This design comes from an exercise in tuning for small area, a short achievable clock period and few clock cycles on the open sky130 flow, not from production work.
At most, simulation tests tie the RTL to the original design; equivalence was not proved.
Function not checked in run 2: the RTL went through the layout flow alone.

==> flow/design.v, too long to show whole: its modules and the start of the top module <==
// module lz4crc: 758 lines
module lz4crc (
    input  wire        clk,
    input  wire        rst,             
    input  wire        cmd_valid,
    output wire        cmd_ready,
    input  wire [7:0]  cmd_op,
    input  wire [31:0] cmd_src,
    input  wire [31:0] cmd_len,
    input  wire [31:0] cmd_dst,
    input  wire [31:0] cmd_cap,
    output reg         done,
    output reg  [7:0]  status,
    output reg  [31:0] result,
    output wire        mem_req,
    output wire        mem_we,
    output wire [29:0] mem_addr,
    output wire [3:0]  mem_wstrb,
    output wire [31:0] mem_wdata,
    input  wire        mem_gnt,
    input  wire        mem_rvalid,
    input  wire [31:0] mem_rdata
);
  // ...
==> flow/run.sh <==
#!/bin/bash
# synth_recipe.tcl (not shown) runs the flow's synth.tcl, then flattens the netlist and writes it again
# the make line also repeats each setting of config.mk as NAME=value (left out here)
make -C /OpenROAD-flow-scripts/flow DESIGN_CONFIG=/design/flow/config.mk WORK_HOME=/design/flow/orfs CLKGATE_MAP_FILE= SYNTH_SCRIPT=/design/flow/synth_recipe.tcl finish
==> flow/config.mk <==
export PLATFORM = sky130hd
export DESIGN_NAME = lz4crc
export DESIGN_NICKNAME = lz4crc
export VERILOG_FILES = /design/flow/design.v
export SDC_FILE = /design/flow/constraint.sdc
export NUM_CORES = 4
export LEC_CHECK = 0
export CAP_MARGIN = 20
export CORE_MARGIN = 2
export CORE_UTILIZATION = 40
export SETUP_SLACK_MARGIN = 1.5
export SLEW_MARGIN = 20
==> flow/constraint.sdc <==
create_clock -name core_clock -period 8.0 [get_ports {clk}]
set_input_delay 1.6000 -clock core_clock [delete_from_list [all_inputs] [get_ports {clk}]]
set_output_delay 1.6000 -clock core_clock [all_outputs]
set_load 0.01 [all_outputs]
==> results.tsv, run 1 <==
metric	value	unit
status	complete, no violations	
ctsRootBufferMaster	clkbuf_16	
crit_required	8490	ps
crit_path_end_kind	register	
finalCriticalPeriod	6350	ps
cts_tree	yes	
fill_cells	10066	
dieArea	106000	um^2
seqCellArea	11900	um^2
rr_startpoint	acc[1]	
final_cell_mix	423 x nand2_1, 387 x o21ai_0, 378 x a21oi_1	
place_area	45800	um^2
m1WireLength	73300	um
grt_busiest_layer	met2	
path_cells	ha_1, o21bai_1, a21oi_1, nor2_2, inv_1, ha_1, nor2_1, a21o_1, ha_1, a211o_1, a21o_1, o311a_1, nor4b_2, nor2_1, o31ai_4, mux2_2, nor4_4, nand4_1, or3_1, o41ai_2	
max_freq	158	MHz
cts_setup_buffers	1	
crit_path_max_incr_delay	910	ps
dp_hpwl	136000	um
synth-simple-area-share	0.168	
ys.flop_type	edfxtp_1	
taps	1380	
grt-ovfl-total	0	
io_buffers	282	
drt_iter0_drc	4469	
seq_area_frac_synth	0.286	
synth_cell_types	116	
layout.cells.most_common	nand2_1	
grt_pass1_vias	36919	
route.detailed.drc	0	
die_w	326	um
clockBufferDepth	3	
largestClassByArea	multi-input gates	
ys_async_sr_fraction	0	
nets	5436	
Testbench counts, summed over its fixed seeds: cycles 82,207.
==> module lz4crc, before the edit <==
module lz4crc (
    input  wire        clk,
    input  wire        rst,             
    input  wire        cmd_valid,
    output wire        cmd_ready,
    input  wire [7:0]  cmd_op,
    input  wire [31:0] cmd_src,
    input  wire [31:0] cmd_len,
    input  wire [31:0] cmd_dst,
    input  wire [31:0] cmd_cap,
    output reg         done,
    output reg  [7:0]  status,
    output reg  [31:0] result,
    output wire        mem_req,
    output wire        mem_we,
    output wire [29:0] mem_addr,
    output wire [3:0]  mem_wstrb,
    output wire [31:0] mem_wdata,
    input  wire        mem_gnt,
    input  wire        mem_rvalid,
    input  wire [31:0] mem_rdata
);
    localparam [7:0] ST_OK           = 8'h01;
    localparam [7:0] ST_SRC_OVERRUN  = 8'h20;
    localparam [7:0] ST_DST_OVERRUN  = 8'h21;
    localparam [7:0] ST_BAD_OFFSET   = 8'h22;
    localparam [7:0] ST_ILLEGAL_OP   = 8'h30;
    localparam [7:0] ST_BAD_RANGE    = 8'h31;
    localparam [7:0] ST_UNAVAILABLE  = 8'h32;
    localparam [1:0] K_ILL = 2'd0, K_CRC = 2'd1, K_COMP = 2'd2, K_DEC = 2'd3;
    localparam [3:0] S_IDLE  = 4'd0,
                     S_CHECK = 4'd1,
                     S_CRC   = 4'd2,
                     S_TOK   = 4'd3,     
                     S_LEXT  = 4'd4,     
                     S_LCHK  = 4'd5,     
                     S_LIT   = 4'd6,     
                     S_MEXT  = 4'd7,     
                     S_MCHK  = 4'd8,     
                     S_MCOPY = 4'd9,     
                     S_CHK2  = 4'd10;    
    reg [3:0]  state;
    reg [1:0]  kind;
    reg [31:0] sa;              
    reg [31:0] s_left;          
    reg [31:0] wp;              
    reg [31:0] c_left;          
    reg [31:0] opos;            
    reg [32:0] acc;             
    reg [3:0]  mnib;
    reg [15:0] offset;
    reg        se32, de32;      
    reg [29:0] rq;              
    reg [1:0]  pos;             
    reg [1:0]  nval;            
    reg [1:0]  outs;            
    reg [2:0]  disc;            
    reg [31:0] w0, w1, w2;
    reg        msrc;            
    reg        per;             
    reg [1:0]  ph;              
    reg [1:0]  mw;              
    reg [3:0]  dh;              
    reg        az, alt4, ahi;   
    reg        snz, sone, sge4, shi;    
    function [31:0] crc_f32;
        input [31:0] x;
        begin
            crc_f32[0] = ((((x[1] ^ x[2]) ^ (x[4] ^ x[5])) ^ ((x[6] ^ x[7]) ^ (x[9] ^ (x[11] ^ x[14])))) ^ (((x[15] ^ x[16]) ^ (x[20] ^ x[23])) ^ ((x[24] ^ x[25]) ^ (x[26] ^ (x[27] ^ x[28])))));
            crc_f32[1] = ((((x[2] ^ x[3]) ^ (x[5] ^ x[6])) ^ ((x[7] ^ x[8]) ^ (x[10] ^ (x[12] ^ x[15])))) ^ (((x[16] ^ x[17]) ^ (x[21] ^ x[24])) ^ ((x[25] ^ x[26]) ^ (x[27] ^ (x[28] ^ x[29])))));
            crc_f32[2] = ((((x[3] ^ x[4]) ^ (x[6] ^ x[7])) ^ ((x[8] ^ x[9]) ^ (x[11] ^ (x[13] ^ x[16])))) ^ (((x[17] ^ x[18]) ^ (x[22] ^ x[25])) ^ ((x[26] ^ x[27]) ^ (x[28] ^ (x[29] ^ x[30])))));
            crc_f32[3] = ((((x[0] ^ x[4]) ^ (x[5] ^ x[7])) ^ ((x[8] ^ x[9]) ^ (x[10] ^ (x[12] ^ x[14])))) ^ (((x[17] ^ x[18]) ^ (x[19] ^ (x[23] ^ x[26]))) ^ ((x[27] ^ x[28]) ^ (x[29] ^ (x[30] ^ x[31])))));
            crc_f32[4] = ((((x[0] ^ x[2]) ^ (x[4] ^ x[7])) ^ ((x[8] ^ x[10]) ^ (x[13] ^ x[14]))) ^ (((x[16] ^ x[18]) ^ (x[19] ^ x[23])) ^ ((x[25] ^ x[26]) ^ (x[29] ^ (x[30] ^ x[31])))));
            crc_f32[5] = (((x[0] ^ (x[2] ^ x[3])) ^ ((x[4] ^ x[6]) ^ (x[7] ^ x[8]))) ^ (((x[16] ^ x[17]) ^ (x[19] ^ x[23])) ^ ((x[25] ^ x[28]) ^ (x[30] ^ x[31]))));
            crc_f32[6] = ((((x[2] ^ x[3]) ^ (x[6] ^ x[8])) ^ ((x[11] ^ x[14]) ^ (x[15] ^ x[16]))) ^ (((x[17] ^ x[18]) ^ (x[23] ^ x[25])) ^ ((x[27] ^ x[28]) ^ (x[29] ^ x[31]))));
            crc_f32[7] = ((((x[0] ^ x[1]) ^ (x[2] ^ x[3])) ^ ((x[5] ^ x[6]) ^ (x[11] ^ (x[12] ^ x[14])))) ^ (((x[17] ^ x[18]) ^ (x[19] ^ x[20])) ^ ((x[23] ^ x[25]) ^ (x[27] ^ (x[29] ^ x[30])))));
            crc_f32[8] = ((((x[1] ^ x[2]) ^ (x[3] ^ x[4])) ^ ((x[6] ^ x[7]) ^ (x[12] ^ (x[13] ^ x[15])))) ^ (((x[18] ^ x[19]) ^ (x[20] ^ x[21])) ^ ((x[24] ^ x[26]) ^ (x[28] ^ (x[30] ^ x[31])))));
            crc_f32[9] = ((((x[0] ^ x[1]) ^ (x[3] ^ x[6])) ^ ((x[8] ^ x[9]) ^ (x[11] ^ (x[13] ^ x[15])))) ^ (((x[19] ^ x[21]) ^ (x[22] ^ x[23])) ^ ((x[24] ^ x[26]) ^ (x[28] ^ (x[29] ^ x[31])))));
            crc_f32[10] = (((x[5] ^ x[6]) ^ (x[10] ^ (x[11] ^ x[12]))) ^ ((x[15] ^ (x[22] ^ x[26])) ^ (x[28] ^ (x[29] ^ x[30]))));
            crc_f32[11] = (((x[0] ^ (x[6] ^ x[7])) ^ (x[11] ^ (x[12] ^ x[13]))) ^ ((x[16] ^ (x[23] ^ x[27])) ^ (x[29] ^ (x[30] ^ x[31]))));
            crc_f32[12] = ((((x[2] ^ x[4]) ^ (x[5] ^ x[6])) ^ ((x[8] ^ x[9]) ^ (x[11] ^ (x[12] ^ x[13])))) ^ (((x[15] ^ x[16]) ^ (x[17] ^ (x[20] ^ x[23]))) ^ ((x[25] ^ x[26]) ^ (x[27] ^ (x[30] ^ x[31])))));
            crc_f32[13] = ((((x[0] ^ x[1]) ^ (x[2] ^ x[3])) ^ ((x[4] ^ x[10]) ^ (x[11] ^ x[12]))) ^ (((x[13] ^ x[15]) ^ (x[17] ^ x[18])) ^ ((x[20] ^ x[21]) ^ (x[23] ^ (x[25] ^ x[31])))));
            crc_f32[14] = ((((x[3] ^ x[6]) ^ (x[7] ^ x[9])) ^ ((x[12] ^ x[13]) ^ (x[15] ^ x[18]))) ^ (((x[19] ^ x[20]) ^ (x[21] ^ x[22])) ^ ((x[23] ^ x[25]) ^ (x[27] ^ x[28]))));
            crc_f32[15] = ((((x[0] ^ x[4]) ^ (x[7] ^ x[8])) ^ ((x[10] ^ x[13]) ^ (x[14] ^ x[16]))) ^ (((x[19] ^ x[20]) ^ (x[21] ^ x[22])) ^ ((x[23] ^ x[24]) ^ (x[26] ^ (x[28] ^ x[29])))));
            crc_f32[16] = ((((x[0] ^ x[1]) ^ (x[5] ^ x[8])) ^ ((x[9] ^ x[11]) ^ (x[14] ^ (x[15] ^ x[17])))) ^ (((x[20] ^ x[21]) ^ (x[22] ^ x[23])) ^ ((x[24] ^ x[25]) ^ (x[27] ^ (x[29] ^ x[30])))));
            crc_f32[17] = ((((x[1] ^ x[2]) ^ (x[6] ^ x[9])) ^ ((x[10] ^ x[12]) ^ (x[15] ^ (x[16] ^ x[18])))) ^ (((x[21] ^ x[22]) ^ (x[23] ^ x[24])) ^ ((x[25] ^ x[26]) ^ (x[28] ^ (x[30] ^ x[31])))));
            crc_f32[18] = ((((x[0] ^ x[1]) ^ (x[3] ^ x[4])) ^ ((x[5] ^ x[6]) ^ (x[9] ^ (x[10] ^ x[13])))) ^ (((x[14] ^ x[15]) ^ (x[17] ^ x[19])) ^ ((x[20] ^ x[22]) ^ (x[28] ^ (x[29] ^ x[31])))));
            crc_f32[19] = (((x[9] ^ x[10]) ^ (x[18] ^ (x[21] ^ x[24]))) ^ ((x[25] ^ (x[26] ^ x[27])) ^ (x[28] ^ (x[29] ^ x[30]))));
            crc_f32[20] = (((x[10] ^ x[11]) ^ (x[19] ^ (x[22] ^ x[25]))) ^ ((x[26] ^ (x[27] ^ x[28])) ^ (x[29] ^ (x[30] ^ x[31]))));
            crc_f32[21] = ((((x[1] ^ x[2]) ^ (x[4] ^ x[5])) ^ ((x[6] ^ x[7]) ^ (x[9] ^ x[12]))) ^ (((x[14] ^ x[15]) ^ (x[16] ^ x[24])) ^ ((x[25] ^ x[29]) ^ (x[30] ^ x[31]))));
            crc_f32[22] = ((((x[0] ^ x[1]) ^ (x[3] ^ x[4])) ^ ((x[8] ^ x[9]) ^ (x[10] ^ (x[11] ^ x[13])))) ^ (((x[14] ^ x[17]) ^ (x[20] ^ x[23])) ^ ((x[24] ^ x[27]) ^ (x[28] ^ (x[30] ^ x[31])))));
            crc_f32[23] = (((x[6] ^ (x[7] ^ x[10])) ^ (x[12] ^ (x[16] ^ x[18]))) ^ ((x[20] ^ (x[21] ^ x[23])) ^ ((x[26] ^ x[27]) ^ (x[29] ^ x[31]))));
            crc_f32[24] = ((((x[0] ^ x[1]) ^ (x[2] ^ (x[4] ^ x[5]))) ^ ((x[6] ^ x[8]) ^ (x[9] ^ (x[13] ^ x[14])))) ^ (((x[15] ^ x[16]) ^ (x[17] ^ (x[19] ^ x[20]))) ^ ((x[21] ^ (x[22] ^ x[23])) ^ (x[25] ^ (x[26] ^ x[30])))));
            crc_f32[25] = ((((x[1] ^ x[2]) ^ (x[3] ^ (x[5] ^ x[6]))) ^ ((x[7] ^ x[9]) ^ (x[10] ^ (x[14] ^ x[15])))) ^ (((x[16] ^ x[17]) ^ (x[18] ^ (x[20] ^ x[21]))) ^ ((x[22] ^ (x[23] ^ x[24])) ^ (x[26] ^ (x[27] ^ x[31])))));
            crc_f32[26] = (((x[0] ^ (x[1] ^ x[3])) ^ ((x[5] ^ x[8]) ^ (x[9] ^ x[10]))) ^ (((x[14] ^ x[17]) ^ (x[18] ^ x[19])) ^ ((x[20] ^ x[21]) ^ (x[22] ^ x[26]))));
            crc_f32[27] = ((((x[0] ^ x[1]) ^ (x[2] ^ x[4])) ^ ((x[6] ^ x[9]) ^ (x[10] ^ x[11]))) ^ (((x[15] ^ x[18]) ^ (x[19] ^ x[20])) ^ ((x[21] ^ x[22]) ^ (x[23] ^ x[27]))));
            crc_f32[28] = ((((x[0] ^ x[1]) ^ (x[2] ^ x[3])) ^ ((x[5] ^ x[7]) ^ (x[10] ^ x[11]))) ^ (((x[12] ^ x[16]) ^ (x[19] ^ x[20])) ^ ((x[21] ^ x[22]) ^ (x[23] ^ (x[24] ^ x[28])))));
            crc_f32[29] = ((((x[1] ^ x[2]) ^ (x[3] ^ x[4])) ^ ((x[6] ^ x[8]) ^ (x[11] ^ x[12]))) ^ (((x[13] ^ x[17]) ^ (x[20] ^ x[21])) ^ ((x[22] ^ x[23]) ^ (x[24] ^ (x[25] ^ x[29])))));
            crc_f32[30] = ((((x[0] ^ x[2]) ^ (x[3] ^ x[4])) ^ ((x[5] ^ x[7]) ^ (x[9] ^ (x[12] ^ x[13])))) ^ (((x[14] ^ x[18]) ^ (x[21] ^ x[22])) ^ ((x[23] ^ x[24]) ^ (x[25] ^ (x[26] ^ x[30])))));
            crc_f32[31] = ((((x[0] ^ x[1]) ^ (x[3] ^ x[4])) ^ ((x[5] ^ x[6]) ^ (x[8] ^ (x[10] ^ x[13])))) ^ (((x[14] ^ x[15]) ^ (x[19] ^ (x[22] ^ x[23]))) ^ ((x[24] ^ x[25]) ^ (x[26] ^ (x[27] ^ x[31])))));
        end
    endfunction
    function [1:0] per_rel;
        input [1:0] j;
        input [2:0] off;
        input [1:0] ph;
        input [1:0] wl;
        case ({j, off, ph, wl})
            {2'd0, 3'd2, 2'd1, 2'd0}: per_rel = 2'd1;
            {2'd0, 3'd2, 2'd3, 2'd0}: per_rel = 2'd1;
            {2'd0, 3'd3, 2'd1, 2'd0}: per_rel = 2'd1;
            {2'd0, 3'd3, 2'd2, 2'd0}: per_rel = 2'd2;
            {2'd0, 3'd4, 2'd1, 2'd0}: per_rel = 2'd1;
            {2'd0, 3'd4, 2'd2, 2'd0}: per_rel = 2'd2;
            {2'd0, 3'd4, 2'd3, 2'd0}: per_rel = 2'd3;
            {2'd1, 3'd2, 2'd0, 2'd0}: per_rel = 2'd1;
            {2'd1, 3'd2, 2'd1, 2'd1}: per_rel = 2'd1;
            {2'd1, 3'd2, 2'd2, 2'd0}: per_rel = 2'd1;
            {2'd1, 3'd2, 2'd3, 2'd1}: per_rel = 2'd1;
            {2'd1, 3'd3, 2'd0, 2'd0}: per_rel = 2'd1;
            {2'd1, 3'd3, 2'd1, 2'd0}: per_rel = 2'd2;
            {2'd1, 3'd3, 2'd1, 2'd1}: per_rel = 2'd1;
            {2'd1, 3'd3, 2'd2, 2'd1}: per_rel = 2'd2;
            {2'd1, 3'd3, 2'd3, 2'd0}: per_rel = 2'd1;
            {2'd1, 3'd4, 2'd0, 2'd0}: per_rel = 2'd1;
            {2'd1, 3'd4, 2'd1, 2'd0}: per_rel = 2'd2;
            {2'd1, 3'd4, 2'd1, 2'd1}: per_rel = 2'd1;
            {2'd1, 3'd4, 2'd2, 2'd0}: per_rel = 2'd3;
            {2'd1, 3'd4, 2'd2, 2'd1}: per_rel = 2'd2;
            {2'd1, 3'd4, 2'd3, 2'd1}: per_rel = 2'd3;
            {2'd2, 3'd2, 2'd0, 2'd1}: per_rel = 2'd1;
            {2'd2, 3'd2, 2'd1, 2'd0}: per_rel = 2'd1;
            {2'd2, 3'd2, 2'd1, 2'd2}: per_rel = 2'd1;
            {2'd2, 3'd2, 2'd2, 2'd1}: per_rel = 2'd1;
            {2'd2, 3'd2, 2'd3, 2'd0}: per_rel = 2'd1;
            {2'd2, 3'd2, 2'd3, 2'd2}: per_rel = 2'd1;
            {2'd2, 3'd3, 2'd0, 2'd0}: per_rel = 2'd2;
            {2'd2, 3'd3, 2'd0, 2'd1}: per_rel = 2'd1;
            {2'd2, 3'd3, 2'd1, 2'd1}: per_rel = 2'd2;
            {2'd2, 3'd3, 2'd1, 2'd2}: per_rel = 2'd1;
            {2'd2, 3'd3, 2'd2, 2'd0}: per_rel = 2'd1;
            {2'd2, 3'd3, 2'd2, 2'd2}: per_rel = 2'd2;
            {2'd2, 3'd3, 2'd3, 2'd0}: per_rel = 2'd2;
            {2'd2, 3'd3, 2'd3, 2'd1}: per_rel = 2'd1;
            {2'd2, 3'd4, 2'd0, 2'd0}: per_rel = 2'd2;
            {2'd2, 3'd4, 2'd0, 2'd1}: per_rel = 2'd1;
            {2'd2, 3'd4, 2'd1, 2'd0}: per_rel = 2'd3;
            {2'd2, 3'd4, 2'd1, 2'd1}: per_rel = 2'd2;
            {2'd2, 3'd4, 2'd1, 2'd2}: per_rel = 2'd1;
            {2'd2, 3'd4, 2'd2, 2'd1}: per_rel = 2'd3;
            {2'd2, 3'd4, 2'd2, 2'd2}: per_rel = 2'd2;
            {2'd2, 3'd4, 2'd3, 2'd0}: per_rel = 2'd1;
            {2'd2, 3'd4, 2'd3, 2'd2}: per_rel = 2'd3;
            {2'd3, 3'd2, 2'd0, 2'd0}: per_rel = 2'd1;
            {2'd3, 3'd2, 2'd0, 2'd2}: per_rel = 2'd1;
            {2'd3, 3'd2, 2'd1, 2'd1}: per_rel = 2'd1;
            {2'd3, 3'd2, 2'd1, 2'd3}: per_rel = 2'd1;
            {2'd3, 3'd2, 2'd2, 2'd0}: per_rel = 2'd1;
            {2'd3, 3'd2, 2'd2, 2'd2}: per_rel = 2'd1;
            {2'd3, 3'd2, 2'd3, 2'd1}: per_rel = 2'd1;
            {2'd3, 3'd2, 2'd3, 2'd3}: per_rel = 2'd1;
            {2'd3, 3'd3, 2'd0, 2'd1}: per_rel = 2'd2;
            {2'd3, 3'd3, 2'd0, 2'd2}: per_rel = 2'd1;
            {2'd3, 3'd3, 2'd1, 2'd0}: per_rel = 2'd1;
            {2'd3, 3'd3, 2'd1, 2'd2}: per_rel = 2'd2;
            {2'd3, 3'd3, 2'd1, 2'd3}: per_rel = 2'd1;
            {2'd3, 3'd3, 2'd2, 2'd0}: per_rel = 2'd2;
            {2'd3, 3'd3, 2'd2, 2'd1}: per_rel = 2'd1;
            {2'd3, 3'd3, 2'd2, 2'd3}: per_rel = 2'd2;
            {2'd3, 3'd3, 2'd3, 2'd1}: per_rel = 2'd2;
            {2'd3, 3'd3, 2'd3, 2'd2}: per_rel = 2'd1;
            {2'd3, 3'd4, 2'd0, 2'd0}: per_rel = 2'd3;
            {2'd3, 3'd4, 2'd0, 2'd1}: per_rel = 2'd2;
            {2'd3, 3'd4, 2'd0, 2'd2}: per_rel = 2'd1;
            {2'd3, 3'd4, 2'd1, 2'd1}: per_rel = 2'd3;
            {2'd3, 3'd4, 2'd1, 2'd2}: per_rel = 2'd2;
            {2'd3, 3'd4, 2'd1, 2'd3}: per_rel = 2'd1;
            {2'd3, 3'd4, 2'd2, 2'd0}: per_rel = 2'd1;
            {2'd3, 3'd4, 2'd2, 2'd2}: per_rel = 2'd3;
            {2'd3, 3'd4, 2'd2, 2'd3}: per_rel = 2'd2;
            {2'd3, 3'd4, 2'd3, 2'd0}: per_rel = 2'd2;
            {2'd3, 3'd4, 2'd3, 2'd1}: per_rel = 2'd1;
            {2'd3, 3'd4, 2'd3, 2'd3}: per_rel = 2'd3;
            default: per_rel = 2'd0;
        endcase
    endfunction
    wire [1:0] wl      = wp[1:0];
    wire       st_lit  = (state == S_LIT);
    wire       st_copy = st_lit || (state == S_MCOPY);
    wire       acc_nz  = !az;
    wire       st_off  = st_lit && !acc_nz;             
    wire       st_ext  = (state == S_LEXT) || (state == S_MEXT);
    wire       st_hdr1 = (state == S_TOK) || st_ext;    
    wire       use_per = (state == S_MCOPY) && per;
    wire [1:0] xl      = wl;
    wire [2:0] off3    = offset[2:0];
    wire [63:0] wb = {w1, w0};
    wire [31:0] y  = wb[8*pos +: 32];
    reg  [31:0] xw;
    integer j;
    reg [2:0] d, rel;
    always @(*) begin
        for (j = 0; j < 4; j = j + 1) begin
            d = j[2:0] - {1'b0, xl};
            rel = use_per ? {1'b0, per_rel(j[1:0], off3, ph, xl)} : d;
            xw[8*j +: 8] = y[8*rel[1:0] +: 8];
        end
    end
    wire [2:0] room    = 3'd4 - {1'b0, wl};
    wire       acc_lt4 = alt4;
    wire [2:0] ncopy   = (acc_lt4 && ({1'b0, acc[1:0]} < room)) ? {1'b0, acc[1:0]} : room;
    wire       s_ge4   = sge4;
    wire       s_nz    = snz;
    wire       s_one   = sone;
    wire [3:0] have    = {nval, 2'b00};                 
    wire [2:0] nhdr    = st_off ? 3'd2 : (state == S_CRC) ? (s_ge4 ? 3'd4 : 3'd1) : 3'd1;
    wire [2:0] nwr     = use_per ? off3 : ncopy;
    wire [2:0] nhdr_c  = (st_copy && acc_nz) ? ncopy : nhdr;    
    wire [2:0] nneed   = st_copy && acc_nz ? nwr : nhdr;
    function fits4;
        input [1:0] p;
        input [2:0] n;
        case (p)
            2'd0: fits4 = 1'b1;
            2'd1: fits4 = (n <= 3'd3);
            2'd2: fits4 = (n <= 3'd2);
            default: fits4 = (n <= 3'd1);
        endcase
    endfunction
    function fits3;
        input [1:0] p;
        input [2:0] n;
        case (p)
            2'd0: fits3 = (n <= 3'd3);
            2'd1: fits3 = (n <= 3'd2);
            2'd2: fits3 = (n <= 3'd1);
            default: fits3 = (n == 3'd0);
        endcase
    endfunction
    wire       have_ok = nval[1] || (nval[0] && fits4(pos, nneed));
    wire wr_rdy  = st_copy && acc_nz && have_ok;
    wire hdr_rdy = (st_hdr1 || (state == S_CRC) || (st_off && !s_one)) && s_nz && have_ok;
    function gt_thr;
        input [3:0] v;
        input [1:0] nv;
        input [1:0] no;
        input [1:0] p;
        input [1:0] e;
        case ({nv, no, p, e})
            {2'd0, 2'd0, 2'd0, 2'd0}: gt_thr = (v > 4'd0);
            {2'd0, 2'd0, 2'd0, 2'd1}: gt_thr = 1'b1;
            {2'd0, 2'd0, 2'd0, 2'd2}: gt_thr = 1'b1;
            {2'd0, 2'd0, 2'd0, 2'd3}: gt_thr = 1'b1;
            {2'd0, 2'd0, 2'd1, 2'd0}: gt_thr = 1'b1;
            {2'd0, 2'd0, 2'd1, 2'd1}: gt_thr = 1'b1;
            {2'd0, 2'd0, 2'd1, 2'd2}: gt_thr = 1'b1;
            {2'd0, 2'd0, 2'd1, 2'd3}: gt_thr = 1'b1;
            {2'd0, 2'd0, 2'd2, 2'd0}: gt_thr = 1'b1;
            {2'd0, 2'd0, 2'd2, 2'd1}: gt_thr = 1'b1;
            {2'd0, 2'd0, 2'd2, 2'd2}: gt_thr = 1'b1;
            {2'd0, 2'd0, 2'd2, 2'd3}: gt_thr = 1'b1;
            {2'd0, 2'd0, 2'd3, 2'd0}: gt_thr = 1'b1;
            {2'd0, 2'd0, 2'd3, 2'd1}: gt_thr = 1'b1;
            {2'd0, 2'd0, 2'd3, 2'd2}: gt_thr = 1'b1;
            {2'd0, 2'd0, 2'd3, 2'd3}: gt_thr = 1'b1;
            {2'd0, 2'd1, 2'd0, 2'd0}: gt_thr = (v > 4'd4);
            {2'd0, 2'd1, 2'd0, 2'd1}: gt_thr = (v > 4'd3);
            {2'd0, 2'd1, 2'd0, 2'd2}: gt_thr = (v > 4'd2);
            {2'd0, 2'd1, 2'd0, 2'd3}: gt_thr = (v > 4'd1);
            {2'd0, 2'd1, 2'd1, 2'd0}: gt_thr = (v > 4'd3);
            {2'd0, 2'd1, 2'd1, 2'd1}: gt_thr = (v > 4'd2);
            {2'd0, 2'd1, 2'd1, 2'd2}: gt_thr = (v > 4'd1);
            {2'd0, 2'd1, 2'd1, 2'd3}: gt_thr = (v > 4'd0);
            {2'd0, 2'd1, 2'd2, 2'd0}: gt_thr = (v > 4'd2);
            {2'd0, 2'd1, 2'd2, 2'd1}: gt_thr = (v > 4'd1);
            {2'd0, 2'd1, 2'd2, 2'd2}: gt_thr = (v > 4'd0);
            {2'd0, 2'd1, 2'd2, 2'd3}: gt_thr = 1'b1;
            {2'd0, 2'd1, 2'd3, 2'd0}: gt_thr = (v > 4'd1);
            {2'd0, 2'd1, 2'd3, 2'd1}: gt_thr = (v > 4'd0);
            {2'd0, 2'd1, 2'd3, 2'd2}: gt_thr = 1'b1;
            {2'd0, 2'd1, 2'd3, 2'd3}: gt_thr = 1'b1;
            {2'd0, 2'd2, 2'd0, 2'd0}: gt_thr = (v > 4'd8);
            {2'd0, 2'd2, 2'd0, 2'd1}: gt_thr = (v > 4'd7);
            {2'd0, 2'd2, 2'd0, 2'd2}: gt_thr = (v > 4'd6);
            {2'd0, 2'd2, 2'd0, 2'd3}: gt_thr = (v > 4'd5);
            {2'd0, 2'd2, 2'd1, 2'd0}: gt_thr = (v > 4'd7);
            {2'd0, 2'd2, 2'd1, 2'd1}: gt_thr = (v > 4'd6);
            {2'd0, 2'd2, 2'd1, 2'd2}: gt_thr = (v > 4'd5);
            {2'd0, 2'd2, 2'd1, 2'd3}: gt_thr = (v > 4'd4);
            {2'd0, 2'd2, 2'd2, 2'd0}: gt_thr = (v > 4'd6);
            {2'd0, 2'd2, 2'd2, 2'd1}: gt_thr = (v > 4'd5);
            {2'd0, 2'd2, 2'd2, 2'd2}: gt_thr = (v > 4'd4);
            {2'd0, 2'd2, 2'd2, 2'd3}: gt_thr = (v > 4'd3);
            {2'd0, 2'd2, 2'd3, 2'd0}: gt_thr = (v > 4'd5);
            {2'd0, 2'd2, 2'd3, 2'd1}: gt_thr = (v > 4'd4);
            {2'd0, 2'd2, 2'd3, 2'd2}: gt_thr = (v > 4'd3);
            {2'd0, 2'd2, 2'd3, 2'd3}: gt_thr = (v > 4'd2);
            {2'd0, 2'd3, 2'd0, 2'd0}: gt_thr = (v > 4'd12);
            {2'd0, 2'd3, 2'd0, 2'd1}: gt_thr = (v > 4'd11);
            {2'd0, 2'd3, 2'd0, 2'd2}: gt_thr = (v > 4'd10);
            {2'd0, 2'd3, 2'd0, 2'd3}: gt_thr = (v > 4'd9);
            {2'd0, 2'd3, 2'd1, 2'd0}: gt_thr = (v > 4'd11);
            {2'd0, 2'd3, 2'd1, 2'd1}: gt_thr = (v > 4'd10);
            {2'd0, 2'd3, 2'd1, 2'd2}: gt_thr = (v > 4'd9);
            {2'd0, 2'd3, 2'd1, 2'd3}: gt_thr = (v > 4'd8);
            {2'd0, 2'd3, 2'd2, 2'd0}: gt_thr = (v > 4'd10);
            {2'd0, 2'd3, 2'd2, 2'd1}: gt_thr = (v > 4'd9);
            {2'd0, 2'd3, 2'd2, 2'd2}: gt_thr = (v > 4'd8);
            {2'd0, 2'd3, 2'd2, 2'd3}: gt_thr = (v > 4'd7);
            {2'd0, 2'd3, 2'd3, 2'd0}: gt_thr = (v > 4'd9);
            {2'd0, 2'd3, 2'd3, 2'd1}: gt_thr = (v > 4'd8);
            {2'd0, 2'd3, 2'd3, 2'd2}: gt_thr = (v > 4'd7);
            {2'd0, 2'd3, 2'd3, 2'd3}: gt_thr = (v > 4'd6);
            {2'd1, 2'd0, 2'd0, 2'd0}: gt_thr = (v > 4'd4);
            {2'd1, 2'd0, 2'd0, 2'd1}: gt_thr = (v > 4'd3);
            {2'd1, 2'd0, 2'd0, 2'd2}: gt_thr = (v > 4'd2);
            {2'd1, 2'd0, 2'd0, 2'd3}: gt_thr = (v > 4'd1);
            {2'd1, 2'd0, 2'd1, 2'd0}: gt_thr = (v > 4'd3);
            {2'd1, 2'd0, 2'd1, 2'd1}: gt_thr = (v > 4'd2);
            {2'd1, 2'd0, 2'd1, 2'd2}: gt_thr = (v > 4'd1);
            {2'd1, 2'd0, 2'd1, 2'd3}: gt_thr = (v > 4'd0);
            {2'd1, 2'd0, 2'd2, 2'd0}: gt_thr = (v > 4'd2);
            {2'd1, 2'd0, 2'd2, 2'd1}: gt_thr = (v > 4'd1);
            {2'd1, 2'd0, 2'd2, 2'd2}: gt_thr = (v > 4'd0);
            {2'd1, 2'd0, 2'd2, 2'd3}: gt_thr = 1'b1;
            {2'd1, 2'd0, 2'd3, 2'd0}: gt_thr = (v > 4'd1);
            {2'd1, 2'd0, 2'd3, 2'd1}: gt_thr = (v > 4'd0);
            {2'd1, 2'd0, 2'd3, 2'd2}: gt_thr = 1'b1;
            {2'd1, 2'd0, 2'd3, 2'd3}: gt_thr = 1'b1;
            {2'd1, 2'd1, 2'd0, 2'd0}: gt_thr = (v > 4'd8);
            {2'd1, 2'd1, 2'd0, 2'd1}: gt_thr = (v > 4'd7);
            {2'd1, 2'd1, 2'd0, 2'd2}: gt_thr = (v > 4'd6);
            {2'd1, 2'd1, 2'd0, 2'd3}: gt_thr = (v > 4'd5);
            {2'd1, 2'd1, 2'd1, 2'd0}: gt_thr = (v > 4'd7);
            {2'd1, 2'd1, 2'd1, 2'd1}: gt_thr = (v > 4'd6);
            {2'd1, 2'd1, 2'd1, 2'd2}: gt_thr = (v > 4'd5);
            {2'd1, 2'd1, 2'd1, 2'd3}: gt_thr = (v > 4'd4);
            {2'd1, 2'd1, 2'd2, 2'd0}: gt_thr = (v > 4'd6);
            {2'd1, 2'd1, 2'd2, 2'd1}: gt_thr = (v > 4'd5);
            {2'd1, 2'd1, 2'd2, 2'd2}: gt_thr = (v > 4'd4);
            {2'd1, 2'd1, 2'd2, 2'd3}: gt_thr = (v > 4'd3);
            {2'd1, 2'd1, 2'd3, 2'd0}: gt_thr = (v > 4'd5);
            {2'd1, 2'd1, 2'd3, 2'd1}: gt_thr = (v > 4'd4);
            {2'd1, 2'd1, 2'd3, 2'd2}: gt_thr = (v > 4'd3);
            {2'd1, 2'd1, 2'd3, 2'd3}: gt_thr = (v > 4'd2);
            {2'd1, 2'd2, 2'd0, 2'd0}: gt_thr = (v > 4'd12);
            {2'd1, 2'd2, 2'd0, 2'd1}: gt_thr = (v > 4'd11);
            {2'd1, 2'd2, 2'd0, 2'd2}: gt_thr = (v > 4'd10);
            {2'd1, 2'd2, 2'd0, 2'd3}: gt_thr = (v > 4'd9);
            {2'd1, 2'd2, 2'd1, 2'd0}: gt_thr = (v > 4'd11);
            {2'd1, 2'd2, 2'd1, 2'd1}: gt_thr = (v > 4'd10);
            {2'd1, 2'd2, 2'd1, 2'd2}: gt_thr = (v > 4'd9);
            {2'd1, 2'd2, 2'd1, 2'd3}: gt_thr = (v > 4'd8);
            {2'd1, 2'd2, 2'd2, 2'd0}: gt_thr = (v > 4'd10);
            {2'd1, 2'd2, 2'd2, 2'd1}: gt_thr = (v > 4'd9);
            {2'd1, 2'd2, 2'd2, 2'd2}: gt_thr = (v > 4'd8);
            {2'd1, 2'd2, 2'd2, 2'd3}: gt_thr = (v > 4'd7);
            {2'd1, 2'd2, 2'd3, 2'd0}: gt_thr = (v > 4'd9);
            {2'd1, 2'd2, 2'd3, 2'd1}: gt_thr = (v > 4'd8);
            {2'd1, 2'd2, 2'd3, 2'd2}: gt_thr = (v > 4'd7);
            {2'd1, 2'd2, 2'd3, 2'd3}: gt_thr = (v > 4'd6);
            {2'd1, 2'd3, 2'd0, 2'd0}: gt_thr = 1'b0;
            {2'd1, 2'd3, 2'd0, 2'd1}: gt_thr = 1'b0;
            {2'd1, 2'd3, 2'd0, 2'd2}: gt_thr = (v > 4'd14);
            {2'd1, 2'd3, 2'd0, 2'd3}: gt_thr = (v > 4'd13);
            {2'd1, 2'd3, 2'd1, 2'd0}: gt_thr = 1'b0;
            {2'd1, 2'd3, 2'd1, 2'd1}: gt_thr = (v > 4'd14);
            {2'd1, 2'd3, 2'd1, 2'd2}: gt_thr = (v > 4'd13);
            {2'd1, 2'd3, 2'd1, 2'd3}: gt_thr = (v > 4'd12);
            {2'd1, 2'd3, 2'd2, 2'd0}: gt_thr = (v > 4'd14);
            {2'd1, 2'd3, 2'd2, 2'd1}: gt_thr = (v > 4'd13);
            {2'd1, 2'd3, 2'd2, 2'd2}: gt_thr = (v > 4'd12);
            {2'd1, 2'd3, 2'd2, 2'd3}: gt_thr = (v > 4'd11);
            {2'd1, 2'd3, 2'd3, 2'd0}: gt_thr = (v > 4'd13);
            {2'd1, 2'd3, 2'd3, 2'd1}: gt_thr = (v > 4'd12);
            {2'd1, 2'd3, 2'd3, 2'd2}: gt_thr = (v > 4'd11);
            {2'd1, 2'd3, 2'd3, 2'd3}: gt_thr = (v > 4'd10);
            {2'd2, 2'd0, 2'd0, 2'd0}: gt_thr = (v > 4'd8);
            {2'd2, 2'd0, 2'd0, 2'd1}: gt_thr = (v > 4'd7);
            {2'd2, 2'd0, 2'd0, 2'd2}: gt_thr = (v > 4'd6);
            {2'd2, 2'd0, 2'd0, 2'd3}: gt_thr = (v > 4'd5);
            {2'd2, 2'd0, 2'd1, 2'd0}: gt_thr = (v > 4'd7);
            {2'd2, 2'd0, 2'd1, 2'd1}: gt_thr = (v > 4'd6);
            {2'd2, 2'd0, 2'd1, 2'd2}: gt_thr = (v > 4'd5);
            {2'd2, 2'd0, 2'd1, 2'd3}: gt_thr = (v > 4'd4);
            {2'd2, 2'd0, 2'd2, 2'd0}: gt_thr = (v > 4'd6);
            {2'd2, 2'd0, 2'd2, 2'd1}: gt_thr = (v > 4'd5);
            {2'd2, 2'd0, 2'd2, 2'd2}: gt_thr = (v > 4'd4);
            {2'd2, 2'd0, 2'd2, 2'd3}: gt_thr = (v > 4'd3);
            {2'd2, 2'd0, 2'd3, 2'd0}: gt_thr = (v > 4'd5);
            {2'd2, 2'd0, 2'd3, 2'd1}: gt_thr = (v > 4'd4);
            {2'd2, 2'd0, 2'd3, 2'd2}: gt_thr = (v > 4'd3);
            {2'd2, 2'd0, 2'd3, 2'd3}: gt_thr = (v > 4'd2);
            {2'd2, 2'd1, 2'd0, 2'd0}: gt_thr = (v > 4'd12);
            {2'd2, 2'd1, 2'd0, 2'd1}: gt_thr = (v > 4'd11);
            {2'd2, 2'd1, 2'd0, 2'd2}: gt_thr = (v > 4'd10);
            {2'd2, 2'd1, 2'd0, 2'd3}: gt_thr = (v > 4'd9);
            {2'd2, 2'd1, 2'd1, 2'd0}: gt_thr = (v > 4'd11);
            {2'd2, 2'd1, 2'd1, 2'd1}: gt_thr = (v > 4'd10);
            {2'd2, 2'd1, 2'd1, 2'd2}: gt_thr = (v > 4'd9);
            {2'd2, 2'd1, 2'd1, 2'd3}: gt_thr = (v > 4'd8);
            {2'd2, 2'd1, 2'd2, 2'd0}: gt_thr = (v > 4'd10);
            {2'd2, 2'd1, 2'd2, 2'd1}: gt_thr = (v > 4'd9);
            {2'd2, 2'd1, 2'd2, 2'd2}: gt_thr = (v > 4'd8);
            {2'd2, 2'd1, 2'd2, 2'd3}: gt_thr = (v > 4'd7);
            {2'd2, 2'd1, 2'd3, 2'd0}: gt_thr = (v > 4'd9);
            {2'd2, 2'd1, 2'd3, 2'd1}: gt_thr = (v > 4'd8);
            {2'd2, 2'd1, 2'd3, 2'd2}: gt_thr = (v > 4'd7);
            {2'd2, 2'd1, 2'd3, 2'd3}: gt_thr = (v > 4'd6);
            {2'd2, 2'd2, 2'd0, 2'd0}: gt_thr = 1'b0;
            {2'd2, 2'd2, 2'd0, 2'd1}: gt_thr = 1'b0;
            {2'd2, 2'd2, 2'd0, 2'd2}: gt_thr = (v > 4'd14);
            {2'd2, 2'd2, 2'd0, 2'd3}: gt_thr = (v > 4'd13);
            {2'd2, 2'd2, 2'd1, 2'd0}: gt_thr = 1'b0;
            {2'd2, 2'd2, 2'd1, 2'd1}: gt_thr = (v > 4'd14);
            {2'd2, 2'd2, 2'd1, 2'd2}: gt_thr = (v > 4'd13);
            {2'd2, 2'd2, 2'd1, 2'd3}: gt_thr = (v > 4'd12);
            {2'd2, 2'd2, 2'd2, 2'd0}: gt_thr = (v > 4'd14);
            {2'd2, 2'd2, 2'd2, 2'd1}: gt_thr = (v > 4'd13);
            {2'd2, 2'd2, 2'd2, 2'd2}: gt_thr = (v > 4'd12);
            {2'd2, 2'd2, 2'd2, 2'd3}: gt_thr = (v > 4'd11);
            {2'd2, 2'd2, 2'd3, 2'd0}: gt_thr = (v > 4'd13);
            {2'd2, 2'd2, 2'd3, 2'd1}: gt_thr = (v > 4'd12);
            {2'd2, 2'd2, 2'd3, 2'd2}: gt_thr = (v > 4'd11);
            {2'd2, 2'd2, 2'd3, 2'd3}: gt_thr = (v > 4'd10);
            {2'd2, 2'd3, 2'd0, 2'd0}: gt_thr = 1'b0;
            {2'd2, 2'd3, 2'd0, 2'd1}: gt_thr = 1'b0;
            {2'd2, 2'd3, 2'd0, 2'd2}: gt_thr = 1'b0;
            {2'd2, 2'd3, 2'd0, 2'd3}: gt_thr = 1'b0;
            {2'd2, 2'd3, 2'd1, 2'd0}: gt_thr = 1'b0;
            {2'd2, 2'd3, 2'd1, 2'd1}: gt_thr = 1'b0;
            {2'd2, 2'd3, 2'd1, 2'd2}: gt_thr = 1'b0;
            {2'd2, 2'd3, 2'd1, 2'd3}: gt_thr = 1'b0;
            {2'd2, 2'd3, 2'd2, 2'd0}: gt_thr = 1'b0;
            {2'd2, 2'd3, 2'd2, 2'd1}: gt_thr = 1'b0;
            {2'd2, 2'd3, 2'd2, 2'd2}: gt_thr = 1'b0;
            {2'd2, 2'd3, 2'd2, 2'd3}: gt_thr = 1'b0;
            {2'd2, 2'd3, 2'd3, 2'd0}: gt_thr = 1'b0;
            {2'd2, 2'd3, 2'd3, 2'd1}: gt_thr = 1'b0;
            {2'd2, 2'd3, 2'd3, 2'd2}: gt_thr = 1'b0;
            {2'd2, 2'd3, 2'd3, 2'd3}: gt_thr = (v > 4'd14);
            {2'd3, 2'd0, 2'd0, 2'd0}: gt_thr = (v > 4'd12);
            {2'd3, 2'd0, 2'd0, 2'd1}: gt_thr = (v > 4'd11);
            {2'd3, 2'd0, 2'd0, 2'd2}: gt_thr = (v > 4'd10);
            {2'd3, 2'd0, 2'd0, 2'd3}: gt_thr = (v > 4'd9);
            {2'd3, 2'd0, 2'd1, 2'd0}: gt_thr = (v > 4'd11);
            {2'd3, 2'd0, 2'd1, 2'd1}: gt_thr = (v > 4'd10);
            {2'd3, 2'd0, 2'd1, 2'd2}: gt_thr = (v > 4'd9);
            {2'd3, 2'd0, 2'd1, 2'd3}: gt_thr = (v > 4'd8);
            {2'd3, 2'd0, 2'd2, 2'd0}: gt_thr = (v > 4'd10);
            {2'd3, 2'd0, 2'd2, 2'd1}: gt_thr = (v > 4'd9);
            {2'd3, 2'd0, 2'd2, 2'd2}: gt_thr = (v > 4'd8);
            {2'd3, 2'd0, 2'd2, 2'd3}: gt_thr = (v > 4'd7);
            {2'd3, 2'd0, 2'd3, 2'd0}: gt_thr = (v > 4'd9);
            {2'd3, 2'd0, 2'd3, 2'd1}: gt_thr = (v > 4'd8);
            {2'd3, 2'd0, 2'd3, 2'd2}: gt_thr = (v > 4'd7);
            {2'd3, 2'd0, 2'd3, 2'd3}: gt_thr = (v > 4'd6);
            {2'd3, 2'd1, 2'd0, 2'd0}: gt_thr = 1'b0;
            {2'd3, 2'd1, 2'd0, 2'd1}: gt_thr = 1'b0;
            {2'd3, 2'd1, 2'd0, 2'd2}: gt_thr = (v > 4'd14);
            {2'd3, 2'd1, 2'd0, 2'd3}: gt_thr = (v > 4'd13);
            {2'd3, 2'd1, 2'd1, 2'd0}: gt_thr = 1'b0;
            {2'd3, 2'd1, 2'd1, 2'd1}: gt_thr = (v > 4'd14);
            {2'd3, 2'd1, 2'd1, 2'd2}: gt_thr = (v > 4'd13);
            {2'd3, 2'd1, 2'd1, 2'd3}: gt_thr = (v > 4'd12);
            {2'd3, 2'd1, 2'd2, 2'd0}: gt_thr = (v > 4'd14);
            {2'd3, 2'd1, 2'd2, 2'd1}: gt_thr = (v > 4'd13);
            {2'd3, 2'd1, 2'd2, 2'd2}: gt_thr = (v > 4'd12);
            {2'd3, 2'd1, 2'd2, 2'd3}: gt_thr = (v > 4'd11);
            {2'd3, 2'd1, 2'd3, 2'd0}: gt_thr = (v > 4'd13);
            {2'd3, 2'd1, 2'd3, 2'd1}: gt_thr = (v > 4'd12);
            {2'd3, 2'd1, 2'd3, 2'd2}: gt_thr = (v > 4'd11);
            {2'd3, 2'd1, 2'd3, 2'd3}: gt_thr = (v > 4'd10);
            {2'd3, 2'd2, 2'd0, 2'd0}: gt_thr = 1'b0;
            {2'd3, 2'd2, 2'd0, 2'd1}: gt_thr = 1'b0;
            {2'd3, 2'd2, 2'd0, 2'd2}: gt_thr = 1'b0;
            {2'd3, 2'd2, 2'd0, 2'd3}: gt_thr = 1'b0;
            {2'd3, 2'd2, 2'd1, 2'd0}: gt_thr = 1'b0;
            {2'd3, 2'd2, 2'd1, 2'd1}: gt_thr = 1'b0;
            {2'd3, 2'd2, 2'd1, 2'd2}: gt_thr = 1'b0;
            {2'd3, 2'd2, 2'd1, 2'd3}: gt_thr = 1'b0;
            {2'd3, 2'd2, 2'd2, 2'd0}: gt_thr = 1'b0;
            {2'd3, 2'd2, 2'd2, 2'd1}: gt_thr = 1'b0;
            {2'd3, 2'd2, 2'd2, 2'd2}: gt_thr = 1'b0;
            {2'd3, 2'd2, 2'd2, 2'd3}: gt_thr = 1'b0;
            {2'd3, 2'd2, 2'd3, 2'd0}: gt_thr = 1'b0;
            {2'd3, 2'd2, 2'd3, 2'd1}: gt_thr = 1'b0;
            {2'd3, 2'd2, 2'd3, 2'd2}: gt_thr = 1'b0;
            {2'd3, 2'd2, 2'd3, 2'd3}: gt_thr = (v > 4'd14);
            {2'd3, 2'd3, 2'd0, 2'd0}: gt_thr = 1'b0;
            {2'd3, 2'd3, 2'd0, 2'd1}: gt_thr = 1'b0;
            {2'd3, 2'd3, 2'd0, 2'd2}: gt_thr = 1'b0;
            {2'd3, 2'd3, 2'd0, 2'd3}: gt_thr = 1'b0;
            {2'd3, 2'd3, 2'd1, 2'd0}: gt_thr = 1'b0;
            {2'd3, 2'd3, 2'd1, 2'd1}: gt_thr = 1'b0;
            {2'd3, 2'd3, 2'd1, 2'd2}: gt_thr = 1'b0;
            {2'd3, 2'd3, 2'd1, 2'd3}: gt_thr = 1'b0;
            {2'd3, 2'd3, 2'd2, 2'd0}: gt_thr = 1'b0;
            {2'd3, 2'd3, 2'd2, 2'd1}: gt_thr = 1'b0;
            {2'd3, 2'd3, 2'd2, 2'd2}: gt_thr = 1'b0;
            {2'd3, 2'd3, 2'd2, 2'd3}: gt_thr = 1'b0;
            {2'd3, 2'd3, 2'd3, 2'd0}: gt_thr = 1'b0;
            {2'd3, 2'd3, 2'd3, 2'd1}: gt_thr = 1'b0;
            {2'd3, 2'd3, 2'd3, 2'd2}: gt_thr = 1'b0;
            {2'd3, 2'd3, 2'd3, 2'd3}: gt_thr = 1'b0;
            default: gt_thr = 1'b0;
        endcase
    endfunction
    wire       s_more = s_nz && (shi || gt_thr(s_left[3:0], nval, outs, pos, 2'd0));
    wire       a_more = ahi || gt_thr(acc[3:0], nval, outs, pos, msrc ? 2'd0 : 2'd2);
    wire       h_more = gt_thr(4'd0, nval, outs, pos, 2'd1);
    wire       w_room = (nval == 2'd0) ? (outs != 2'd3) : (nval == 2'd1) ? !outs[1] : (nval == 2'd2) ? (outs == 2'd0) : 1'b0;
    reg        lim_ok;
    always @(*) begin
        case (state)
            S_LIT:   lim_ok = a_more;       
            S_MEXT:  lim_ok = h_more;
            S_MCHK:  lim_ok = 1'b0;
            default: lim_ok = 1'b1;
        endcase
    end
    wire       rd_act = (state != S_IDLE) && (state != S_CHECK) && (state != S_CHK2);
    wire       rd_ok  = msrc ? (per ? (mw != 2'd0) : ((dh != 4'd0) && a_more)) : (s_more && lim_ok);
    wire       rd_rdy = rd_act && !wr_rdy && w_room && !disc[2] && rd_ok;
    assign mem_req   = wr_rdy || rd_rdy;
    assign mem_we    = wr_rdy;
    assign mem_addr  = wr_rdy ? wp[31:2] : rq;
    wire [3:0] lanes_n = (ncopy == 3'd1) ? 4'b0001 : (ncopy == 3'd2) ? 4'b0011 :
                         (ncopy == 3'd3) ? 4'b0111 : 4'b1111;
    assign mem_wstrb = wr_rdy ? (lanes_n << wl) : 4'b0000;
    assign mem_wdata = xw;
    assign cmd_ready = (state == S_IDLE);
    wire wr_go = wr_rdy && mem_gnt;
    wire rd_go = rd_rdy && mem_gnt;
    wire       cons   = hdr_rdy || (wr_go && !use_per);
    wire [2:0] ncons  = nhdr_c;
    wire [2:0] posn   = {1'b0, pos} + ncons;
    wire       shift  = cons && !fits3(pos, ncons);
    wire       load   = mem_rvalid && (disc == 3'd0);
    wire       drop   = mem_rvalid && (disc != 3'd0);
    wire [1:0] nv_s   = nval - {1'b0, shift};
    wire [1:0] outs_n = outs + {1'b0, rd_go} - {1'b0, load};
    wire [2:0] disc_d = disc - {2'b0, drop};
    wire [2:0] disc_n = disc_d + {1'b0, outs_n};
    wire [7:0] hb = y[7:0];    
    wire        chk      = (state == S_CHECK);
    wire [32:0] sas      = chk ? ({1'b0, sa} + {1'b0, s_left}) : ({1'b0, sa} - {1'b0, s_left});
    wire [32:0] opa      = {1'b0, opos} + {1'b0, acc[31:0]};        
    wire [32:0] cla      = {1'b0, c_left} - {1'b0, acc[31:0]};
    wire        acc_gt_c = acc[32] || cla[32];
    wire        acc_gt_s = acc[32] || (acc[31:0] > s_left);
    wire [31:0] sln      = s_left - {29'd0, nhdr_c};
    wire        src_wrap = se32 && (sa != 32'd0);
    wire        dst_wrap = de32 && (opos != 32'd0);
    wire        overlap  = (s_left != 32'd0) && (c_left != 32'd0) &&
                           ({1'b0, rq, pos} < {de32, opos}) && ({1'b0, wp} < {se32, sa});
    wire [32:0] acc_sum  = {1'b0, acc[31:0]} + (st_copy ? {30'h3FFFFFFF, ~ncopy + 3'd1} : {25'd0, hb});
    wire [31:0] mstart   = wp - {16'd0, offset};
    wire [6:0]  dh0      = ({1'b0, offset[5:0]} + 7'd3 - {5'd0, wl}) >> 2;    
    wire [1:0]  ms_lo    = wl - offset[1:0];                                    
    wire        bad_off  = (offset == 16'd0) || (opos[31:16] == 16'd0 && offset > opos[15:0]);
    wire        crc_tail = !s_ge4;
    wire [31:0] crc_in   = crc_tail ? {c_left[7:0] ^ hb, 24'd0} : (c_left ^ y);
    wire [31:0] crc_nx   = crc_f32(crc_in) ^ (crc_tail ? {8'd0, c_left[31:8]} : 32'd0);
    always @(posedge clk) begin
        if (rst) begin
            state  <= S_IDLE;
            done   <= 1'b0;
            status <= 8'h00;
            result <= 32'd0;
            nval   <= 2'd0;
            outs   <= 2'd0;
            disc   <= 3'd0;
            msrc   <= 1'b0;
            per    <= 1'b0;
        end else begin
            done <= 1'b0;
            if (cons) pos <= posn[1:0];
            if (shift) begin
                w0 <= w1;
                w1 <= w2;
            end
            if (load) begin
                if ((nval == 2'd0) || (nval == 2'd1 && shift)) w0 <= mem_rdata;
                if ((nval == 2'd1 && !shift) || (nval == 2'd2 && shift)) w1 <= mem_rdata;
                if ((nval == 2'd2 && !shift) || (nval == 2'd3 && shift)) w2 <= mem_rdata;
            end
            nval <= nv_s + {1'b0, load};
            outs <= outs_n;
            disc <= disc_d;
            if (rd_go) rq <= rq + 30'd1;
            if (rd_go && msrc) begin
                mw <= mw - 2'd1;
                dh <= dh - 4'd1;
            end
            if (wr_go) begin
                wp  <= wp + {29'd0, ncopy};
                set_acc(acc_sum);
                if (({1'b0, wl} + ncopy) == 3'd4 && dh != 4'd15) dh <= dh + 4'd1;
                if (use_per)
                    case (off3)
                        3'd1: ph <= 2'd0;
                        3'd2: ph <= {1'b0, ph[0] ^ ncopy[0]};
                        3'd3: ph <= (({1'b0, ph} + ncopy) >= 3'd6) ? ({1'b0, ph} + ncopy - 3'd6) :
                                    (({1'b0, ph} + ncopy) >= 3'd3) ? ({1'b0, ph} + ncopy - 3'd3) :
                                    ({1'b0, ph} + ncopy);
                        default: ph <= ph + ncopy[1:0];
                    endcase
            end
            if (cons && state != S_MCOPY)
                set_sl(sln);
            case (state)
                S_IDLE: begin
                    if (cmd_valid) begin
                        kind   <= (cmd_op >= 8'h01 && cmd_op <= 8'h04) ? K_CRC :
                                  (cmd_op == 8'h10) ? K_COMP : (cmd_op == 8'h11) ? K_DEC : K_ILL;
                        sa     <= cmd_src;
                        set_sl(cmd_len);
                        wp     <= cmd_dst;
                        opos   <= cmd_dst;
                        set_acc({1'b0, cmd_cap});
                        state  <= S_CHECK;
                    end
                end
                S_CHECK: begin
                    sa     <= sas[31:0];
                    se32   <= sas[32];
                    opos   <= opa[31:0];
                    de32   <= opa[32];
                    c_left <= acc[31:0];
                    rq     <= sa[31:2];
                    pos    <= sa[1:0];
                    state  <= S_CHK2;
                end
                S_CHK2: begin
                    nval   <= 2'd0;
                    msrc   <= 1'b0;
                    per    <= 1'b0;
                    opos   <= 32'd0;
                    if (kind == K_CRC) c_left <= 32'hFFFFFFFF;
                    case (kind)
                        K_CRC: begin
                            if (src_wrap) finish(ST_BAD_RANGE, 32'd0);
                            else          state <= S_CRC;
                        end
                        K_COMP: finish(ST_UNAVAILABLE, 32'd0);
                        K_DEC: begin
                            if (src_wrap || dst_wrap || overlap) finish(ST_BAD_RANGE, 32'd0);
                            else                                  state <= S_TOK;
                        end
                        default: finish(ST_ILLEGAL_OP, 32'd0);
                    endcase
                end
                S_CRC: begin
                    if (!s_nz) finish(ST_OK, ~c_left);
                    else if (hdr_rdy) c_left <= crc_nx;
                end
                S_TOK: begin
                    if (!s_nz) finish(ST_SRC_OVERRUN, 32'd0);
                    else if (hdr_rdy) begin
                        mnib  <= hb[3:0];
                        set_acc({29'd0, hb[7:4]});
                        state <= (hb[7:4] == 4'hF) ? S_LEXT : S_LCHK;
                    end
                end
                S_LEXT, S_MEXT: begin
                    if (!s_nz) finish(ST_SRC_OVERRUN, 32'd0);
                    else if (hdr_rdy) begin
                        set_acc({acc[32] | acc_sum[32], acc_sum[31:0]});
                        if (hb != 8'hFF) state <= (state == S_LEXT) ? S_LCHK : S_MCHK;
                    end
                end
                S_LCHK: begin
                    c_left <= cla[31:0];
                    opos   <= opa[31:0];
                    if (acc_gt_s)      finish(ST_SRC_OVERRUN, 32'd0);
                    else if (acc_gt_c) finish(ST_DST_OVERRUN, 32'd0);
                    else               state <= S_LIT;
                end
                S_LIT: begin
                    if (!acc_nz) begin
                        if (!s_nz)      finish(ST_OK, opos);
                        else if (s_one) finish(ST_SRC_OVERRUN, 32'd0);
                        else if (hdr_rdy) begin
                            offset <= y[15:0];
                            set_acc({29'd0, mnib} + 33'd4);
                            state  <= (mnib == 4'hF) ? S_MEXT : S_MCHK;
                        end
                    end
                end
                S_MCHK: begin
                    c_left <= cla[31:0];
                    opos   <= opa[31:0];
                    rq   <= mstart[31:2];
                    pos  <= mstart[1:0];
                    nval <= 2'd0;
                    outs <= 2'd0;
                    disc <= disc_n;
                    msrc <= 1'b1;
                    per  <= (offset[15:3] == 13'd0) && (offset[2:0] <= 3'd4);
                    ph   <= 2'd0;
                    mw   <= (({1'b0, ms_lo} + offset[2:0] - 3'd1) >= 3'd4) ? 2'd2 : 2'd1;
                    dh   <= (offset[15:6] != 10'd0 || dh0[4]) ? 4'd15 : dh0[3:0];
                    if (bad_off)       finish(ST_BAD_OFFSET, 32'd0);
                    else if (acc_gt_c) finish(ST_DST_OVERRUN, 32'd0);
                    else               state <= S_MCOPY;
                end
                S_MCOPY: begin
                    if (!acc_nz) begin
                        rq   <= sas[31:2];
                        pos  <= sas[1:0];    
                        nval <= 2'd0;
                        outs <= 2'd0;
                        disc <= disc_n;
                        msrc <= 1'b0;
                        per  <= 1'b0;
                        state <= S_TOK;
                    end
                end
                default: state <= S_IDLE;
            endcase
        end
    end
    task set_acc;
        input [32:0] v;
        begin
            acc  <= v;
            az   <= (v == 33'd0);
            alt4 <= (v[32:2] == 31'd0);
            ahi  <= (v[32:4] != 29'd0);
        end
    endtask
    task set_sl;
        input [31:0] v;
        begin
            s_left <= v;
            snz    <= (v != 32'd0);
            sone   <= (v == 32'd1);
            sge4   <= (v[31:2] != 30'd0);
            shi    <= (v[31:4] != 28'd0);
        end
    endtask
    task finish;
        input [7:0]  code;
        input [31:0] value;
        begin
            status <= code;
            result <= value;
            done   <= 1'b1;
            state  <= S_IDLE;
            nval   <= 2'd0;
            outs   <= 2'd0;
            disc   <= disc_n;
            msrc   <= 1'b0;
            per    <= 1'b0;
        end
    endtask
endmodule
==> run 2: changes to the inputs <==
--- a/flow/design.v
+++ b/flow/design.v
@@ -208,4 +208,6 @@
     end
     wire [2:0] room    = 3'd4 - {1'b0, wl};
+    wire       acc_lo8 = (acc[32:3] == 30'd0);
+    wire [2:0] acc_d3  = acc[2:0] - ncopy;
     wire       acc_lt4 = alt4;
     wire [2:0] ncopy   = (acc_lt4 && ({1'b0, acc[1:0]} < room)) ? {1'b0, acc[1:0]} : room;
@@ -526,4 +528,7 @@
     assign mem_we    = wr_rdy;
     assign mem_addr  = wr_rdy ? wp[31:2] : rq;
+    wire [29:0] addr_inc = mem_addr + 30'd1;
+    wire [2:0]  wl_n     = {1'b0, wl} + ncopy;
+    wire        wp_c     = wl_n[2];
     wire [3:0] lanes_n = (ncopy == 3'd1) ? 4'b0001 : (ncopy == 3'd2) ? 4'b0011 :
                          (ncopy == 3'd3) ? 4'b0111 : 4'b1111;
@@ -545,7 +550,14 @@
     wire [7:0] hb = y[7:0];    
     wire        chk      = (state == S_CHECK);
-    wire [32:0] sas      = chk ? ({1'b0, sa} + {1'b0, s_left}) : ({1'b0, sa} - {1'b0, s_left});
-    wire [32:0] opa      = {1'b0, opos} + {1'b0, acc[31:0]};        
-    wire [32:0] cla      = {1'b0, c_left} - {1'b0, acc[31:0]};
+    wire        mchk     = (state == S_MCHK);
+    wire [31:0] sas_a    = mchk ? wp : sa;
+    wire [31:0] sas_b    = mchk ? {16'd0, offset} : s_left;
+    wire [32:0] sas      = chk ? ({1'b0, sas_a} + {1'b0, sas_b}) : ({1'b0, sas_a} - {1'b0, sas_b});
+    wire        st_tok   = (state == S_TOK);
+    wire [31:0] lopnd    = st_tok ? {28'd0, hb[7:4]} : acc[31:0];
+    wire [32:0] opa      = {1'b0, opos} + {1'b0, lopnd};            
+    wire [32:0] cla      = {1'b0, c_left} - {1'b0, lopnd};
+    wire        tok_gt_s = !shi && (s_left[3:0] <= hb[7:4]);
+    wire        tok_gt_c = (c_left[31:4] == 28'd0) && (c_left[3:0] < hb[7:4]);
     wire        acc_gt_c = acc[32] || cla[32];
     wire        acc_gt_s = acc[32] || (acc[31:0] > s_left);
@@ -556,5 +568,5 @@
                            ({1'b0, rq, pos} < {de32, opos}) && ({1'b0, wp} < {se32, sa});
     wire [32:0] acc_sum  = {1'b0, acc[31:0]} + (st_copy ? {30'h3FFFFFFF, ~ncopy + 3'd1} : {25'd0, hb});
-    wire [31:0] mstart   = wp - {16'd0, offset};
+    wire [31:0] mstart   = sas[31:0];
     wire [6:0]  dh0      = ({1'b0, offset[5:0]} + 7'd3 - {5'd0, wl}) >> 2;    
     wire [1:0]  ms_lo    = wl - offset[1:0];                                    
@@ -589,5 +601,5 @@
             outs <= outs_n;
             disc <= disc_d;
-            if (rd_go) rq <= rq + 30'd1;
+            if (rd_go) rq <= addr_inc;
             if (rd_go && msrc) begin
                 mw <= mw - 2'd1;
@@ -595,6 +607,9 @@
             end
             if (wr_go) begin
-                wp  <= wp + {29'd0, ncopy};
-                set_acc(acc_sum);
+                wp  <= {wp_c ? addr_inc : wp[31:2], wl_n[1:0]};
+                acc  <= acc_sum;
+                az   <= acc_lo8 && (acc[2:0] <= room);
+                alt4 <= acc_lo8 && !acc_d3[2];
+                ahi  <= (acc[32:4] != 29'd0);    
                 if (({1'b0, wl} + ncopy) == 3'd4 && dh != 4'd15) dh <= dh + 4'd1;
                 if (use_per)
@@ -661,5 +676,12 @@
                         mnib  <= hb[3:0];
                         set_acc({29'd0, hb[7:4]});
-                        state <= (hb[7:4] == 4'hF) ? S_LEXT : S_LCHK;
+                        if (hb[7:4] == 4'hF) state <= S_LEXT;
+                        else begin
+                            c_left <= cla[31:0];
+                            opos   <= opa[31:0];
+                            if (tok_gt_s)      finish(ST_SRC_OVERRUN, 32'd0);
+                            else if (tok_gt_c) finish(ST_DST_OVERRUN, 32'd0);
+                            else               state <= S_LIT;
+                        end
                     end
                 end
--- a/flow/config.mk
+++ b/flow/config.mk
@@ -9,4 +9,4 @@
 export CORE_MARGIN = 2
 export CORE_UTILIZATION = 40
-export SETUP_SLACK_MARGIN = 1.5
+export SETUP_SLACK_MARGIN = 2.5
 export SLEW_MARGIN = 20
==> results.tsv, run 2 <==
metric	value	unit	change
clock_sink_count	414		unchanged
ctsRootBufferMaster	clkbuf_16		unchanged
synth_area	42500	um^2	was 41500 um^2
syn_area_per_cell	8.61	um^2	was 8.71 um^2
grt_usage	0.334		was 0.320
drt-total-wl	189000	um	was 176000 um
synth.most_common_cell	nand2_1		unchanged
synth_cell_types	122		was 116
nets	5702		was 5436
dieArea	109000	um^2	was 106000 um^2
synth_top_area_frac	0.254		was 0.260
startpoint	wp[0]		was acc[1]
area_growth	20.1	%	was 15.1%
reg2reg_to	ahi		was az
fin_cells	6670		was 6381
dieHeight	330	um	was 326 um
seq_area_frac_synth	0.280		was 0.286
io_pins	283		unchanged
crit_path_end_kind	register		unchanged
yosys_warnings	1		unchanged
timing.final.crit_share	0.694		was 0.793
clock_skew	37.5	ps	was 34.5 ps
synth_area_leaders	edfxtp_1 25%, ha_1 8.5%, xnor2_1 7.1%, mux2i_1 5.0%, nand2_1 4.5%		was edfxtp_1 26%, ha_1 9.0%, xnor2_1 7.8%, o21ai_0 4.7%, a21oi_1 4.6%
worstPathArrival	5960	ps	was 6840 ps
io_buffers	282		unchanged
ys.flop_type	edfxtp_1		unchanged
crit_required	8400	ps	was 8490 ps
finalSetupViolations	0		unchanged
htree_levels	2		unchanged
largest-register	acc		unchanged
die_w	330	um	was 326 um
final_cell_mix	505 x nand2_1, 364 x a21oi_1, 360 x edfxtp_1		was 423 x nand2_1, 387 x o21ai_0, 378 x a21oi_1
dp_cells	6436		was 6271
max_freq	180	MHz	was 158 MHz
yosys-top-cells-count	512 x nand2_1, 382 x a21oi_1, 376 x o21ai_0		was 425 x nand2_1, 389 x o21ai_0, 381 x a21oi_1
path_class	reg2reg		unchanged
rr_worst_depth	23		was 20
firstDrtPassIters	25		was 6
grt_pass1_vias	39055		was 36919
grt_pass1_wl	269000	um	was 254000 um
grt-ovfl-total	0		unchanged
clk_pin_slew	60	ps	about the same
cts_tree	yes		unchanged
worstSkewPairLatency	670	ps	was 680 ps
initial_utilization	0.403		was 0.402
vias	41710		was 39172
rr_startpoint	wp[0]		was acc[1]
drt_iter0_drc	4727		was 4469
cts_made_buffers	52		was 53
hold_viol	0		unchanged
cp_max_fo	7		was 14
finalCriticalPeriod	5560	ps	was 6350 ps
ant_nets	0		unchanged
antenna_found_initial	10		was 4
rsz0062_at_grt	yes		was no
dp_hpwl	142000	um	was 136000 um
synthesis.nets	5411		was 5246
hold_path.class	reg2reg		unchanged
ys_async_sr_fraction	0		unchanged
drt-wirelength-per-cell	28.4	um	was 27.7 um
status	complete, no violations		unchanged
gp_congestion	1.01		was 0.992
maxSlewViolCount	0		unchanged
synth_cells	4941		was 4764
route.detailed.drc	0		unchanged
viasPerCell	6.25		was 6.14
layout.cells.most_common	nand2_1		unchanged
clockBufferDepth	3		unchanged
[run 2: routing by layer]
layer,up-vias,track usage,share of wire
met5,-,0,0.00040
met2,2292,0.524,0.44
met3,487,0.0549,0.087
met4,6,0.187,0.065
li1,18874,-,-
met1,20051,0.439,0.41
[run 2: timing repair]
item,in CTS,in global routing
gates cloned,7,6
endpoints found under the hold margin,0,0
buffers inserted,59,61
pin swaps,27,33
gates resized for setup,115,133
endpoints found under the setup margin,177,124
[run 2: logic make-up after synthesis]
| logic type | synth area share |
|---|---|
| simple gates | 0.177 |
| buf+inv | 0.0493 |
| mux | 0.0776 |
| xor+xnor | 0.113 |
| compound gates | 0.214 |
| flops | 0.280 |
| fa+ha+maj | 0.0890 |
[run 2: how the worst min path moves through the flow]
stage               start  cells past startpoint  slack [ps]    endpoint
5_1_grt         status[3]                      1         470   status[3]
6_report        status[2]                      1         460   status[2]
3_5_place_dp    status[3]                      1         440   status[3]
4_1_cts         status[2]                      1         460   status[2]
3_3_place_gp    status[2]                      1         450   status[2]
2_1_floorplan  result[31]                      1         490  result[31]
[run 2: area by class of cell]
class | instances | area (um^2)
multi-input combinational | 4021 | 29700
timing repair buffer | 500 | 4960
sequential | 414 | 11900
tap | 1391 | 1740
fill | 10144 | 54300
clock inverter | 34 | 403
clock buffer | 62 | 1440
inverter | 243 | 948
antenna | 5 | 12.5
[run 2: worst max-delay path, stage by stage (launching register included)]
cell	delay, ps
edfxtp_1	510
clkinv_8	80
ha_4	290
inv_4	40
ha_4	260
nand2b_4	60
a21o_1	190
nand2_4	100
mux2i_4	290
ha_2	230
xnor2_2	70
o21ai_2	180
ha_4	230
nor2b_4	130
o31a_4	340
o311ai_4	280
nand4_1	200
buf_4	210
xor2_4	160
a2111oi_4	330
nand4bb_1	140
nand4bb_1	190
or4_4	560
o31a_1	250
[run 2: metrics by stage]
step	instance area, um^2	setup WS, ps
floorplan	42800	2340
global placement	46900	1610
detailed placement	47000	1450
CTS	49900	2330
global route	51100	2300
finish	51100	2440

-- re-timing with driven ports --
The results above use ideal ports. As a check the final layouts listed here were re-extracted and re-timed, cells and wires unchanged. Step 1 sets driving cells, clkbuf_16 on the clock port and buf_2 on the other inputs (assumed; they add their load-dependent delay and slew). Step 2 also shifts input and output timing later by t, the mid clock arrival at the registers, as if the neighbouring blocks saw the same clock. Three values: no drivers, after step 1, after step 2; two values: the first two.
run | shift t [ns] | setup WS [ns] | worst setup path after step 2 | worst register clock-pin slew, ns
run 1 | 0.733 | 1.654 / 1.654 / 1.654 | register to register | 0.07 / 0.07
run 2 | 0.729 | 2.444 / 2.438 / 2.052 | input to register | 0.07 / 0.07
After both steps setup and hold are still met in every run listed. The setup slack of run 2, which loses most, moves by -0.006 ns with the drivers and by -0.392 ns with both steps.
